This design comes from an exercise in tuning for small area on the open sky130 flow, not from production work. The RTL was checked by simulation tests, not by an equivalence proof against the original design. Power figures rest on the tool's default switching activity, not on a simulated workload.

## raster2d
module raster2d (
    input  wire        clk,
    input  wire        rst,
    input  wire        host_valid,
    output wire        host_ready,
    input  wire [4:0]  host_slot,
    input  wire [3:0]  host_be,
    input  wire [31:0] host_data,
    input  wire [15:0] cfg_base,
    input  wire [15:0] cfg_pitch,
    output wire        mem_req,
    output wire        mem_we,
    output wire [15:0] mem_addr,
    output wire [7:0]  mem_wdata,
    input  wire        mem_ready,
    input  wire [7:0]  mem_rdata,
    output wire        idle
);
    localparam S_IDLE = 5'd0;
    localparam S_MUL  = 5'd1;    
    localparam S_ADDB = 5'd2;    
    localparam S_ADDX = 5'd3;    
    localparam S_BIAS = 5'd4;    
    localparam S_CPY  = 5'd5;    
    localparam S_J0   = 5'd6;    
    localparam S_I0   = 5'd7;    
    localparam S_C1   = 5'd8;    
    localparam S_C3   = 5'd10;   
    localparam S_RS   = 5'd12;   
    localparam S_RDC  = 5'd13;   
    localparam S_RD   = 5'd14;   
    localparam S_WR   = 5'd15;   
    localparam S_XST  = 5'd16;   
    localparam S_INC  = 5'd17;   
  ...
For scale: about 1200 cells after synthesis, roughly 310 flip-flops, about 110 I/O pins, ~0.015 mm^2 of cells after synthesis.
Settings: LEC_CHECK=0, CAP_MARGIN=10, CORE_MARGIN=2, CORE_UTILIZATION=70, GPL_TIMING_DRIVEN=0, SLEW_MARGIN=10; clock period 20.0 ns.
standard.sh (not shown) runs the stock make flow with config.mk's settings and CLKGATE_MAP_FILE= SYNTH_SCRIPT=/design/flow/synth_recipe.tcl, a recipe that flattens the netlist after the stock synthesis.
==> flow/flow/run.sh <==
#!/bin/bash
# Layout flow: the standard layout (standard.sh, unchanged synthesis,
# floorplan, power grid, placement, routing), with two changes to how the
# layout is made:
# - the port buffers that global placement adds to every input and output
#   are the smallest buffer cell, sky130_fd_sc_hd__buf_1;
# - clock tree synthesis uses sky130_fd_sc_hd__clkbuf_8 with sink clusters
#   of up to 18 flip-flops within 50 um, and inserts no dummy loads.
# The make output goes to standard.log; each ORFS step logs under orfs/logs.
export BUFFER_PORTS_ARGS="-buffer_cell sky130_fd_sc_hd__buf_1"
export CTS_ARGS="-sink_clustering_enable -repair_clock_nets -dont_use_dummy_load -buf_list sky130_fd_sc_hd__clkbuf_8 -sink_clustering_size 18 -sink_clustering_max_diameter 50"
bash standard.sh > standard.log 2>&1
Edit:
--- a/flow/design.v
+++ b/flow/design.v
@@ -50,23 +50,23 @@
     reg        c_ypos, c_ymaj, c_xpos, c_radial;         
     reg [7:0]  bkgd_color, frgd_color, wrt_mask, rd_mask, color_cmp;
     reg [5:0]  bkgd_mix, frgd_mix;                       
     reg [11:0] rg0, rg1, rg2, rg3, rg4;
     reg [2:0]  ph;
     reg        clr;          
     reg        mix3;                                     
     reg        cmp_en, cmp_ne;
     reg [7:0]  mf_latch;
     reg [1:0]  ctype;        
     reg        tsel;         
-    reg [3:0]  kcnt;
+    reg [2:0]  kcnt;
     reg [15:0] dr, sr;       
     reg [15:0] pi;           
     reg [11:0] pj;           
     reg [1:0]  eh;           
     reg        gef;          
     reg        clipf;
     reg [7:0]  sv;
     wire is_line = (ctype == 2'd0);
     wire is_bp   = ctype[1];
     wire is_patf = (ctype == 2'd3);
     wire nx      = ~c_xpos;
@@ -89,32 +89,40 @@
             y_neg = !c_ypos;
         end
     end
     wire        use_d = (state != S_RCY) && (is_bp ^ (tsel || state == S_E1));
     wire [15:0] xq    = use_d ? dest_x : cur_x;
     wire [15:0] yq    = use_d ? dest_y : cur_y;
     wire [2:0]  j3    = pj[2:0] + rg0[2:0];
     wire        wrap  = c_ypos ? (j3 == 3'd7) : (j3 == 3'd0);
     wire [2:0]  i3    = pi[2:0] + maj_cnt[2:0];
     wire [2:0]  off3  = (i3 ^ {3{nx}}) + {2'b00, nx};
     wire        offs  = nx && !is_line;
+    wire [7:0]  y_od  = {yq[15], yq[13], yq[11], yq[9], yq[7], yq[5], yq[3], yq[1]};
+    wire [7:0]  y_ev  = {yq[14], yq[12], yq[10], yq[8], yq[6], yq[4], yq[2], yq[0]};
+    wire [7:0]  y_pr  = {y_od[6:0], 1'b0};
+    wire        bh    = y_od[kcnt], bm = y_ev[kcnt], bl = y_pr[kcnt];
+    wire        bd_two = (bh && !bm && !bl) || (!bh && bm && bl);
+    wire        bd_one = bm ^ bl;
+    wire        bd_neg = bh && !(bm && bl);
     wire        cge   = !ph[2] && ph[1:0] != 2'd3;      
     reg  [15:0] a, b;
     reg         inv, cin;
     always @(*) begin
         a = 16'd0; b = 16'd0; inv = 1'b0; cin = 1'b0;
         case (state)
             S_IDLE: b = host_data[15:0];
             S_MUL:  begin
-                a = (kcnt == 4'd15) ? 16'd0 : {dr[14:0], 1'b0};
-                b = yq[kcnt] ? cfg_pitch : 16'd0;
+                a = (kcnt == 3'd7) ? 16'd0 : {dr[13:0], 2'b00};
+                b = bd_two ? {cfg_pitch[14:0], 1'b0} : bd_one ? cfg_pitch : 16'd0;
+                inv = bd_neg; cin = bd_neg;
             end
             S_ADDB: begin a = dr; b = cfg_base; end
             S_ADDX: begin a = dr; b = xq; end
             S_BIAS: begin a = dr; b = maj_cnt; inv = nx; cin = nx; end
             S_CPY:  a = dr;
             S_J0:   begin b = {4'd0, rg0}; inv = 1'b1; cin = 1'b1; end
             S_I0:   begin b = maj_cnt; inv = 1'b1; cin = !is_line; end
             S_C1:   begin a = ph[0] ? yq : xq; b = {4'd0, rg0}; inv = 1'b1; cin = cge; end
             S_RS:   begin
                 a = sr;
                 if (is_patf) b = {13'd0, off3};
@@ -272,37 +280,37 @@
         rg0 <= rg1; rg1 <= rg2; rg2 <= rg3; rg3 <= rg4;
         rg4 <= (mfc && mfring) ? mfv : clr ? 12'd0 : rg0;
         if (rst) begin
             ph  <= 3'd0;
             clr <= 1'b1;
         end else begin
             ph  <= (ph == 3'd4) ? 3'd0 : ph + 3'd1;
             if (ph == 3'd4) clr <= 1'b0;
         end
     end
     always @(posedge clk) begin
-        if (rst) kcnt <= 4'd15;
-        else if (state == S_MUL) kcnt <= kcnt - 4'd1;
+        if (rst) kcnt <= 3'd7;
+        else if (state == S_MUL) kcnt <= kcnt - 3'd1;
     end
     always @(posedge clk) begin
         if (rst) begin
             state <= S_IDLE;
         end else begin
             case (state)
                 S_IDLE: if (go) begin
                     state <= S_MUL;
                     tsel  <= hd[15];                  
                     ctype <= (hd[15:13] == 3'd1) ? 2'd0 : (hd[15:13] == 3'd2) ? 2'd1 :
                              hd[14:13];
                 end
-                S_MUL:  if (kcnt == 4'd0) state <= S_ADDB;
+                S_MUL:  if (kcnt == 3'd0) state <= S_ADDB;
                 S_ADDB: state <= S_ADDX;
                 S_ADDX: state <= is_line ? S_I0 : (tsel && is_patf) ? S_CPY : S_BIAS;
                 S_BIAS: state <= tsel ? S_CPY : S_J0;
                 S_CPY:  begin tsel <= 1'b0; state <= S_MUL; end
                 S_J0:   if (ph == 3'd0) state <= (z[11:0] == 12'd0) ? S_IDLE : S_I0;
                 S_I0:   state <= S_C3;
                 S_C3:   if (ph == 3'd0) state <= S_C1;    
                 S_C1:   if (ph == 3'd4) state <= is_bp ? S_RS : S_RD;
                 S_RS:   if (mem_ready) state <= S_RDC;
                 S_RDC:  state <= mem_ready ? S_WR : S_RD;
                 S_RD:   if (mem_ready) state <= S_WR;
The new run completed without violations.
Sequential share of layout area goes down by 1.7 points.
Register-to-register slack improves by 0.38 ns.
Area after synthesis goes up by 3.2%.
Via count goes up by 4.1%.
Power goes up by 49%.

-- re-timing with driven ports --
Ports are ideal in the flow. The routed layouts listed here were re-timed in OpenROAD. Step 1 (the two cells are an assumption about what drives the block):
set clk [get_ports {clk}]
set_driving_cell -lib_cell sky130_fd_sc_hd__clkbuf_16 $clk
set_driving_cell -lib_cell sky130_fd_sc_hd__buf_2 [delete_from_list [all_inputs] $clk]
Step 2 times the ports against the registers' clock, not the clock port: input delays grow and output delays shrink by t, the midpoint of the rising clock arrivals with the driver on. Three values: ideal, step 1, step 2; two values: the first two.
run | t, ns | slack for setup (ns) | worst setup path after step 2
the first run | 0.617 | 6.822 / 6.797 / 6.797 | input to output
the second run | 0.629 | 7.644 / 7.609 / 7.609 | input to output
After both steps every run listed still meets setup and hold. For the second run, which loses most, drivers alone change the setup slack by -0.035 ns; drivers and shift together by -0.035 ns.
